Background: an optimization exercise with open tools, aiming at small area, a short achievable clock period and few clock cycles. Do not read the settings as production practice.
The RTL was checked by simulation tests, not by an equivalence proof against the original design.
No activity file was given, so power comes from the tool's default toggle rates.

==> design.v <==
module smx_frame_decoder (
    input  wire        clk,
    input  wire        rst,
    input  wire        in_valid,
    input  wire        in_eos,
    input  wire [63:0] in_data,
    output wire        in_ready,
    output reg         hit0_valid,
    output reg  [7:0]  hit0_addr,
    output reg  [6:0]  hit0_channel,
    output reg  [4:0]  hit0_adc,
    output wire [15:0] hit0_full_ts,
    output reg         hit0_event_missing,
    output reg         hit1_valid,
    output reg  [7:0]  hit1_addr,
    output reg  [6:0]  hit1_channel,
    output reg  [4:0]  hit1_adc,
    output wire [15:0] hit1_full_ts,
    output reg         hit1_event_missing,
    output reg         res_valid,
    output reg  [3:0]  res_code,
    output wire [31:0] res_event_no,
    output wire [63:0] res_system_ts,
    output wire        res_data_dropped,
    output reg         res_warn
);
    localparam [31:0] START_MARKER = 32'h579ACCE7;
    localparam [31:0] STOP_MARKER  = 32'hED9ACCE7;
    localparam [2:0] P_SEEK     = 3'd0;
    localparam [2:0] P_HDR_TS   = 3'd1;
    localparam [2:0] P_HDR_DROP = 3'd2;
    localparam [2:0] P_HDR_ZERO = 3'd3;
    localparam [2:0] P_BODY     = 3'd4;
    localparam [2:0] P_TRL_TS   = 3'd5;
    localparam [2:0] P_TRL_Z1   = 3'd6;
    localparam [2:0] P_TRL_Z2   = 3'd7;
    localparam [3:0] R_OK        = 4'd0;
    localparam [3:0] R_EOS       = 4'd1;
    localparam [3:0] R_HDR_ZERO  = 4'd2;
    localparam [3:0] R_TRL_ZERO1 = 4'd3;
    localparam [3:0] R_TRL_ZERO2 = 4'd4;
    localparam [3:0] R_TSMSB     = 4'd5;
    reg  in_ready_r;
    assign in_ready = in_ready_r;
    reg  [31:0] event_no;         
    reg  [63:0] last_system_ts;   
    reg         last_ts_nz;       
    reg         data_dropped;
    reg         warn;
    reg  [2:0]  phase;
    wire [23:0] ix0 = in_data[23:0];
    wire [23:0] ix1 = in_data[55:32];
    wire ok0_in = ix0[23] & ix0[22] & (ix0[9:4] == ix0[15:10]) & (ix0[15:10] == ix0[21:16]);
    wire ok1_in = ix1[23] & ix1[22] & (ix1[9:4] == ix1[15:10]) & (ix1[15:10] == ix1[21:16]);
    wire dbl_in = ok0_in & ok1_in & (in_data[31:24] != in_data[63:56]);
    always @(posedge clk)
        in_ready_r <= rst | ~(in_valid & in_ready_r & dbl_in);
    wire        b_v     = in_valid & in_ready_r & ~rst;
    wire        b_eos   = in_eos;
    wire [63:0] b_d     = in_data;
    wire        b_start = (in_data[31:0] & START_MARKER) == START_MARKER;
    wire        b_stop  = ((in_data[31:0] & STOP_MARKER) == STOP_MARKER) &&
                          (in_data[63:32] == event_no);
    wire        b_zero  = in_data == 64'd0;
    wire        b_tseq  = in_data == last_system_ts;
    wire        b_hit0  = ~ix0[23] & (ix0[22:9] != 14'd0);
    wire        b_ts0   = ix0[23] & ix0[22];
    wire        b_tsok0 = ix0[9:4] == ix0[15:10] && ix0[15:10] == ix0[21:16];
    wire        b_hit1  = ~ix1[23] & (ix1[22:9] != 14'd0);
    wire        b_ts1   = ix1[23] & ix1[22];
    wire        b_tsok1 = ix1[9:4] == ix1[15:10] && ix1[15:10] == ix1[21:16];
    wire       bw   = b_v & ~b_eos;
    wire       beos = b_v &  b_eos;
    wire [7:0] ua0  = b_d[31:24];
    wire [7:0] ua1  = b_d[63:56];
    wire [5:0] wd0  = b_d[9:4];
    wire [5:0] wd1  = b_d[41:36];
    wire body  = bw && phase == P_BODY && !b_stop;
    wire err0  = body & b_ts0 & ~b_tsok0;
    wire err1  = body & ~err0 & b_ts1 & ~b_tsok1;
    wire we0   = body & b_ts0 & b_tsok0;
    wire we1   = body & ~err0 & b_ts1 & b_tsok1;
    wire clr   = bw && phase == P_SEEK && b_start;
    reg        pw_v;
    reg  [7:0] pw_a;
    reg  [5:0] pw_d;
    wire       dbl = we0 & we1 & (ua0 != ua1);
    always @(posedge clk) begin
        pw_v <= dbl;
        pw_a <= ua1;
        pw_d <= wd1;
    end
    wire       sel0  = b_ts0 & b_tsok0;
    wire       sel1  = b_ts1 & b_tsok1;
    wire       same  = ua0 == ua1;
    reg        w_v, w_en;
    reg  [7:0] w_a;
    reg  [5:0] w_d;
    reg [15:0] w_hi, w_lo;
    wire [7:0] w_a_n = pw_v ? pw_a : (sel0 ? ua0 : ua1);
    always @(posedge clk) begin
        w_v   <= pw_v | we0 | we1;
        w_en  <= pw_v | we0 | we1 | clr;
        w_a   <= w_a_n;
        w_d   <= clr ? 6'd0 : pw_v ? pw_d : (sel0 & ~(sel1 & same)) ? wd0 : wd1;
        w_hi  <= clr ? 16'hFFFF : (16'd1 << w_a_n[7:4]);
        w_lo  <= clr ? 16'hFFFF : (16'd1 << w_a_n[3:0]);
    end
    reg  [5:0] tsf [0:255];
    genvar g;
    generate
        for (g = 0; g < 256; g = g + 1) begin : ent
            always @(posedge clk) begin
                if (w_en & w_hi[g / 16] & w_lo[g % 16])
                    tsf[g] <= w_d;
            end
        end
    endgenerate
    reg  [23:0] rd0, rd1;
    integer k;
    always @(*) begin
        for (k = 0; k < 4; k = k + 1) begin
            rd0[6*k +: 6] = tsf[{k[1:0], ua0[5:0]}];
            rd1[6*k +: 6] = tsf[{k[1:0], ua1[5:0]}];
        end
    end
    reg         c_hc0, c_hc1, c_rv, c_start, c_fwd, c_rwarn;
    reg  [3:0]  c_rcode;
    reg  [63:0] c_d;
    reg  [23:0] c_p0, c_p1;
    reg         c_wf0, c_wf1;
    reg  [5:0]  c_wfd;
    always @(posedge clk) begin
        c_d     <= b_d;
        c_p0    <= rd0;
        c_p1    <= rd1;
        c_fwd   <= we0 && ua0 == ua1;
        c_wf0   <= w_v && w_a == ua0;
        c_wf1   <= w_v && w_a == ua1;
        c_wfd   <= w_d;
        c_start <= clr;
        c_rcode <= R_OK;
        c_rwarn <= warn;
        if (rst) begin
            phase      <= P_SEEK;
            last_ts_nz <= 1'b0;
            c_hc0      <= 1'b0;
            c_hc1      <= 1'b0;
            c_rv       <= 1'b0;
        end else begin
            c_hc0 <= body & b_hit0;
            c_hc1 <= body & ~err0 & b_hit1;
            c_rv  <= 1'b0;
            if (beos) begin
                c_rv    <= 1'b1;
                c_rcode <= (phase == P_SEEK) ? R_EOS : {1'b1, phase};
                c_rwarn <= (phase == P_SEEK || phase == P_HDR_TS) ? 1'b0 : warn;
                phase   <= P_SEEK;
            end else if (bw) begin
                case (phase)
                    P_SEEK:
                        if (b_start) phase <= P_HDR_TS;
                    P_HDR_TS: begin
                        warn  <= last_ts_nz & ~b_tseq;
                        phase <= P_HDR_DROP;
                    end
                    P_HDR_DROP: begin
                        data_dropped <= b_d[0];
                        phase        <= P_HDR_ZERO;
                    end
                    P_HDR_ZERO: begin
                        if (!b_zero) begin
                            c_rv    <= 1'b1;
                            c_rcode <= R_HDR_ZERO;
                            phase   <= P_SEEK;
                        end else begin
                            phase <= P_BODY;
                        end
                    end
                    P_BODY: begin
                        if (b_stop) begin
                            phase <= P_TRL_TS;
                        end else if (err0 | err1) begin
                            c_rv    <= 1'b1;
                            c_rcode <= R_TSMSB;
                            phase   <= P_SEEK;
                        end
                    end
                    P_TRL_TS: begin
                        last_system_ts <= b_d;
                        last_ts_nz     <= ~b_zero;
                        phase          <= P_TRL_Z1;
                    end
                    P_TRL_Z1: begin
                        if (!b_zero) begin
                            c_rv    <= 1'b1;
                            c_rcode <= R_TRL_ZERO1;
                            phase   <= P_SEEK;
                        end else begin
                            phase <= P_TRL_Z2;
                        end
                    end
                    default: begin  
                        c_rv    <= 1'b1;
                        c_rcode <= b_zero ? R_OK : R_TRL_ZERO2;
                        phase   <= P_SEEK;
                    end
                endcase
            end
        end
    end
    wire [23:0] x0 = c_d[23:0];
    wire [23:0] x1 = c_d[55:32];
    wire [5:0]  v0 = c_wf0 ? c_wfd : c_p0[6*c_d[31:30] +: 6];
    wire [5:0]  v1 = c_fwd ? x0[9:4] : c_wf1 ? c_wfd : c_p1[6*c_d[63:62] +: 6];
    wire mm0 = (v0 != 6'd0) && (v0[1:0] != x0[10:9]);
    wire mm1 = (v1 != 6'd0) && (v1[1:0] != x1[10:9]);
    reg [3:0] hit0_ts_hi, hit1_ts_hi;
    reg [9:0] hit0_ts_lo, hit1_ts_lo;
    assign hit0_full_ts = {2'b00, hit0_ts_hi, hit0_ts_lo};
    assign hit1_full_ts = {2'b00, hit1_ts_hi, hit1_ts_lo};
    always @(posedge clk) begin
        if (rst) begin
            hit0_valid <= 1'b0;
            hit1_valid <= 1'b0;
            res_valid  <= 1'b0;
        end else begin
            hit0_valid <= c_hc0 & ~mm0;
            hit1_valid <= c_hc1 & ~mm1;
            res_valid  <= c_rv;
        end
        if (c_start)
            event_no <= c_d[63:32];
        hit0_addr          <= c_d[31:24];
        hit0_channel       <= x0[22:16];
        hit0_adc           <= x0[15:11];
        hit0_ts_hi         <= v0[5:2];
        hit0_ts_lo         <= x0[10:1];
        hit0_event_missing <= x0[0];
        hit1_addr          <= c_d[63:56];
        hit1_channel       <= x1[22:16];
        hit1_adc           <= x1[15:11];
        hit1_ts_hi         <= v1[5:2];
        hit1_ts_lo         <= x1[10:1];
        hit1_event_missing <= x1[0];
        res_code           <= c_rcode;
        res_warn           <= c_rwarn;
    end
    assign res_event_no     = event_no;
    assign res_system_ts    = last_system_ts;
    assign res_data_dropped = data_dropped;
endmodule
==> run.sh <==
#!/bin/bash
# synth_recipe.tcl (not shown) runs the flow's synth.tcl, then flattens the netlist and writes it again
# the make line also repeats each setting of config.mk as NAME=value (left out here)
make -C /OpenROAD-flow-scripts/flow DESIGN_CONFIG=/design/flow/config.mk WORK_HOME=/design/flow/orfs CLKGATE_MAP_FILE= SYNTH_SCRIPT=/design/flow/synth_recipe.tcl finish
==> config.mk <==
export PLATFORM = sky130hd
export DESIGN_NAME = smx_frame_decoder
export DESIGN_NICKNAME = smx_frame_decoder
export VERILOG_FILES = /design/flow/design.v
export SDC_FILE = /design/flow/constraint.sdc
export NUM_CORES = 4
export LEC_CHECK = 0
export CAP_MARGIN = 20
export CORE_MARGIN = 2
export CORE_UTILIZATION = 33
export CTS_CLUSTER_DIAMETER = 150
export CTS_CLUSTER_SIZE = 20
export SETUP_SLACK_MARGIN = 3.2
export SLEW_MARGIN = 20
export TNS_END_PERCENT = 5
==> constraint.sdc <==
create_clock -name core_clock -period 6.0 [get_ports {clk}]
set_input_delay 1.2000 -clock core_clock [delete_from_list [all_inputs] [get_ports {clk}]]
set_output_delay 1.2000 -clock core_clock [all_outputs]
set_load 0.01 [all_outputs]
==> impl_results.html <==
<table>
<tr><th>Metric</th><th>Value</th></tr>
<tr><th colspan="2">Setup path</th></tr>
<tr><td>CP max stage delay</td><td>roughly 0.74 ns</td></tr>
<tr><td>Startpoint types</td><td>input pin</td></tr>
<tr><td>Worst setup EP type</td><td>register</td></tr>
<tr><td>Crit path top cell by count</td><td>buf_4</td></tr>
<tr><td>FF-to-FF End</td><td>tsf[202][0]$_DFFE_PP_</td></tr>
<tr><td>Worst-case reg-to-reg path depth</td><td>2</td></tr>
<tr><td>Cell with the largest stage delay on the worst path</td><td>and2_4</td></tr>
<tr><td>Worst path required time</td><td>about 6.8 ns</td></tr>
<tr><td>Maximum fanout along the worst path</td><td>18</td></tr>
<tr><td>Reg-to-Reg Start</td><td>w_en$_DFF_P_</td></tr>
<tr><td>Critical Path, Cell by Cell</td><td>buf_4 &gt; nor2b_2 &gt; buf_4 &gt; buf_4 &gt; and2_4 &gt; a22oi_1 &gt; nand4_1 &gt; nor3_1 &gt; a31oi_1</td></tr>
<tr><td>Reg2Reg Setup Slack</td><td>around 3.1 ns</td></tr>
<tr><td>Crit path kind</td><td>input pin to register</td></tr>
<tr><td>CP Data Arrival Time</td><td>~4.0 ns</td></tr>
<tr><th colspan="2">Clock network</th></tr>
<tr><td>Hold Buf Count CTS</td><td>0</td></tr>
<tr><td>Clock transition at the register clock pins on the worst setup and hold paths after CTS</td><td>0.10 ns</td></tr>
<tr><td>Count of H-tree levels built during CTS</td><td>3</td></tr>
<tr><td>Root Driver</td><td>clkbuf_16</td></tr>
<tr><td>Clock sinks</td><td>roughly 1900</td></tr>
<tr><td>Clk buf depth</td><td>3</td></tr>
<tr><td>Clock tree from TritonCTS</td><td>done</td></tr>
<tr><td>Clock insertion delay at the later pin of the skew report</td><td>~0.87 ns</td></tr>
<tr><td>Cts bufs inserted</td><td>roughly 100</td></tr>
<tr><th colspan="2">STA</th></tr>
<tr><td>Worst Clk Skew</td><td>a little over 0.07 ns</td></tr>
<tr><td>Final number of setup-violating endpoints</td><td>0</td></tr>
<tr><td>Min Hold Slack</td><td>approximately 0.33 ns</td></tr>
<tr><td>Number of hold-slack violations in the final timing report</td><td>0</td></tr>
<tr><td>Max_slew headroom</td><td>about an eighth</td></tr>
<tr><td>Accumulated negative setup slack</td><td>0 ns</td></tr>
<tr><td>Max frequency</td><td>around 0.32 GHz</td></tr>
<tr><td>Crit path time final</td><td>approximately 3.2 ns</td></tr>
<tr><td>Final critical-path share of the clock period</td><td>approximately 53%</td></tr>
<tr><td>Unrepaired setup endpoints after global routing</td><td>yes</td></tr>
<tr><td>Count of final max-slew check failures</td><td>0</td></tr>
<tr><td>Final setup slack of the worst path</td><td>2.834 ns</td></tr>
<tr><td>Measured slew at the worst slew-check pin</td><td>about 1.3 ns</td></tr>
<tr><th colspan="2">Synthesis</th></tr>
<tr><td>Leading area contributor after synthesis</td><td>edfxtp_1</td></tr>
<tr><td>Number of cells produced by synthesis</td><td>5503</td></tr>
<tr><td>Most common cell in the synthesized netlist</td><td>edfxtp_1</td></tr>
<tr><td>Commonest cells post-synth</td><td>1634 x edfxtp_1, 1427 x a22oi_1, 400 x clkbuf_1</td></tr>
<tr><td>Most instantiated flip-flop cell in the synthesis netlist</td><td>edfxtp_1</td></tr>
<tr><td>Number of distinct library cells after synthesis</td><td>64</td></tr>
<tr><td>Portion of the post-synthesis area used by sequential elements</td><td>69.78%</td></tr>
<tr><td>Mean instance size in the synthesized netlist</td><td>~14 sq um</td></tr>
<tr><td>Async set-or-reset flop fraction in the synthesized netlist</td><td>0%</td></tr>
<tr><td>Number of synthesized flops with an enable pin</td><td>~1600</td></tr>
<tr><td>Synthesized cell area</td><td>about 0.08 sq mm</td></tr>
<tr><td>Most area-consuming cells after synthesis</td><td>edfxtp_1 63%, a22oi_1 14%, dfxtp_1 6.7%, and3_1 3.0%, nand4_1 2.8%</td></tr>
<tr><td>Fraction of synthesized cell area taken by the top area cell type</td><td>between 60 and 70%</td></tr>
<tr><td>Synthesized flop and latch total</td><td>roughly 1900</td></tr>
<tr><td>Number of warnings issued by yosys</td><td>2</td></tr>
<tr><th colspan="2">Power and ir drop</th></tr>
<tr><td>Switching Share</td><td>around 25%</td></tr>
<tr><td>Pwr/cell area</td><td>about 260 mW/mm^2</td></tr>
<tr><td>LEAKAGE</td><td>between 30 and 40 nW</td></tr>
<tr><td>VDD IR max</td><td>0.0002434 V</td></tr>
<tr><td>Part of the total power dissipated in the clock network</td><td>between 30 and 40%</td></tr>
<tr><td>Net switching power</td><td>around 6.2 mW</td></tr>
<tr><td>Final Total Pwr</td><td>roughly 24 mW</td></tr>
<tr><td>Share of total power in combinational logic</td><td>under 10%</td></tr>
<tr><td>Seq pwr share</td><td>between 60% and 70%</td></tr>
<tr><td>Cell internal pwr</td><td>18.24 mW</td></tr>
<tr><th colspan="2">Min path</th></tr>
<tr><td>Cell count of the worst hold path</td><td>0</td></tr>
<tr><td>Worst-case hold path end point</td><td>hit0_ts_lo[2]$_DFF_P_</td></tr>
<tr><td>Worst min-delay path category</td><td>register to register</td></tr>
<tr><td>Startpoint of the most critical hold path</td><td>c_d[3]$_DFF_P_</td></tr>
<tr><th colspan="2">Routing</th></tr>
<tr><td>Routed wirelength normalized by instance count</td><td>roughly 65 um</td></tr>
<tr><td>Drt via density</td><td>roughly 8</td></tr>
<tr><td>Number of vias after detailed routing</td><td>74141</td></tr>
<tr><td>DRC</td><td>0</td></tr>
<tr><td>Count of antenna-violating nets left after detailed routing</td><td>2</td></tr>
<tr><td>Detailed-router iteration count before antenna repair</td><td>13</td></tr>
<tr><td>Wire length reported by the detailed router</td><td>about 600 mm</td></tr>
<tr><td>Number of violations reported at the end of detailed-routing iteration 0</td><td>around 18000</td></tr>
<tr><th colspan="2">Placement</th></tr>
<tr><td>Cell Area, Placed</td><td>0.08601 sq mm</td></tr>
<tr><td>Final weighted congestion in routability-driven placement</td><td>between 1 and 1.5</td></tr>
<tr><td>Detailed placer's ending HPWL</td><td>roughly 400 mm</td></tr>
<tr><td>Port Buffer Count</td><td>approximately 240</td></tr>
<tr><td>Inst Count DP</td><td>8795</td></tr>
<tr><td>Post-placement worst setup slack</td><td>around 0.38 ns</td></tr>
<tr><th colspan="2">Global route</th></tr>
<tr><td>Number of global-route vias before repair</td><td>around 62000</td></tr>
<tr><td>Initial antenna violation count</td><td>between 100 and 150</td></tr>
<tr><td>Largest net degree at the start of global routing</td><td>193</td></tr>
<tr><td>Global route overflow</td><td>0</td></tr>
<tr><td>All-layer global routing usage</td><td>between 40% and 50%</td></tr>
<tr><td>First-pass GRT wire length</td><td>about 730 mm</td></tr>
<tr><th colspan="2">Die</th></tr>
<tr><td>Height of the die</td><td>between 400 and 500 um</td></tr>
<tr><td>Area of the die</td><td>between 0.2 and 0.25 sq mm</td></tr>
<tr><td>Overall die width</td><td>around 490 um</td></tr>
<tr><td>Starting utilization of the core area</td><td>about 33%</td></tr>
<tr><td>Number of top-level design ports</td><td>248</td></tr>
<tr><td>Core outline area</td><td>~0.23 sq mm</td></tr>
<tr><td>Number of standard-cell rows in the floorplan</td><td>~180</td></tr>
<tr><th colspan="2">Flow run</th></tr>
<tr><td>Maximum Capacitance Violations</td><td>0</td></tr>
<tr><th colspan="2">Finish</th></tr>
<tr><td>Final instance area</td><td>roughly 0.092 sq mm</td></tr>
<tr><td>Share of layout cells above drive strength 1</td><td>roughly 16%</td></tr>
<tr><td>Fraction of the core area covered by cells at the end of the flow</td><td>39.34%</td></tr>
<tr><td>Count of fill cells added during filler insertion</td><td>22061</td></tr>
<tr><td>Growth of design area from synthesis to finish</td><td>18.68%</td></tr>
<tr><td>Net count, final</td><td>5959</td></tr>
<tr><td>Final Instance Count excl. Fillers</td><td>roughly 9300</td></tr>
<tr><th colspan="2">Status</th></tr>
<tr><td>Outcome</td><td>failed layout checks</td></tr>
<tr><td>Layout checks that failed</td><td>antenna rules</td></tr>
</table>
==> sequential cells by signal (all words and copies together), names as in the netlist, 10 cells and up <==
name	count
c_p1	24
last_system_ts	64
w_hi	16
event_no	32
tsf	1536
c_d	51
hit1_ts_lo	10
w_lo	16
hit0_ts_lo	10
c_p0	24
==> critical path, delay by kind of cell <==
kind                   cells  cell delay [ns]
AO/OA/AOI/OAI              2             0.55
buffers and inverters      3             0.89
AND/OR/NAND/NOR            4             1.27
==> area by class of cell <==
class | instances | area [sq um] | area share [%]
Clock inverter | 4 | 33.78 | 0.03658
Clock buffer | 185 | 2970 | 3.217
Timing Repair Buffer | 777 | 7974 | 8.635
Inverter | 6 | 22.52 | 0.02439
Tap cell | 3150 | 3941 | 4.268
Sequential cell | 1895 | 54320 | 58.83
Multi-Input combinational cell | 3107 | 22730 | 24.62
Antenna cell | 136 | 340.3 | 0.3686
==> placed cells by master (no fill, tap or decap), drive strengths merged, types with 12 or more instances in the layout <==
master,instances
xnor2,52
a31oi,26
mux4,12
diode,136
nor2,82
clkbuf,200
nand2,93
dlygate4sd2,23
and3,373
a22oi,1427
nor4,123
a21oi,83
o21ai,50
clkdlybuf4s50,165
xor2,73
dlymetal6s2s,30
mux2i,14
and2,134
edfxtp,1634
buf,540
nand3,35
nand4,343
a2111oi,31
nor3,37
dfxtp,261
==> power by group through the flow <==
stage	clock network, mW	registers (mW)	logic [mW]
2_1_floorplan	0	14.9	0.444
3_5_place_dp	0	15.0	1.32
3_3_place_gp	0	15.0	1.33
6_report	8.15	14.7	1.53
4_1_cts	8.04	14.7	1.38
5_1_grt	8.42	14.7	1.49
==> kinds of logic (layout without fill, tap and decap cells) <==
kind of cell / Yosys count / in the layout / share of synthesized area (%)
flops: 1895 / 1895 / 69.78
compound gates: 1668 / 1668 / 15.77
simple gates: 1276 / 1280 / 9.830
buf+inv: 508 / 972 / 2.626
xor+xnor: 125 / 125 / 1.407
mux: 30 / 30 / 0.5853
other cells: 1 / 140 / 0.004820
==> layer usage <==
| metal | GRT usage, % | wire, um | vias up |
|---|---|---|---|
| met5 | 1.751 | 826 | - |
| met4 | 38.78 | 61830 | 46 |
| met3 | 28.00 | 103300 | 3178 |
| met2 | 64.24 | 231600 | 10220 |
| met1 | 55.74 | 202000 | 37120 |
| li1 | - | - | 23577 |
==> how the worst max path moves through the flow <==
stage | start | to | slack, ns | depth (start not counted)
after floorplan | rst | last_ts_nz$_SDFFE_PP0P_ | 2.88 | 6
after global placement | in_data[57] | c_p1[6]$_DFF_P_ | -0.21 | 8
after detailed placement | in_data[26] | c_p0[18]$_DFF_P_ | 0.38 | 11
after CTS | last_system_ts[56]$_DFFE_PP_ | res_system_ts[56] | 2.96 | 1
after global routing | event_no[12]$_DFFE_PP_ | res_event_no[12] | 2.95 | 1
final | in_data[28] | c_p0[10]$_DFF_P_ | 2.83 | 9
==> timing repair <==
item / 4_1_cts / 5_1_grt
cloned: 5 / 2
setup buffers: 81 / 52
gates resized for setup: 353 / 171
setup endpoints to repair: 346 / 382
pin swaps: 37 / 35
Testbench counts, summed over its fixed seeds: cycles 42,264.

[separate check: timing with driven ports]
The flow's constraints put no driver on any port. The routed layout listed below was extracted and timed again, unchanged, in two steps. Step 1, drivers: a clkbuf_16 drives clk and a buf_2 each remaining input, both assumed. Step 2, shift: input delay + t, output delay - t, t = (earliest + latest rising clock arrival at the registers) / 2. This alone moves slack from input paths to output paths. a / b / c = ideal / step 1 / step 2; a / b = the first two.
t (ns): 0.928
setup WS [ns]: 2.834 / 2.832 / 1.904
latest minus earliest clock arrival (ns): 0.071 / 0.071
worst data-port slew with drivers (ns): 0.18
For this run, drivers alone change the setup slack by -0.002 ns; drivers and shift together by -0.930 ns.
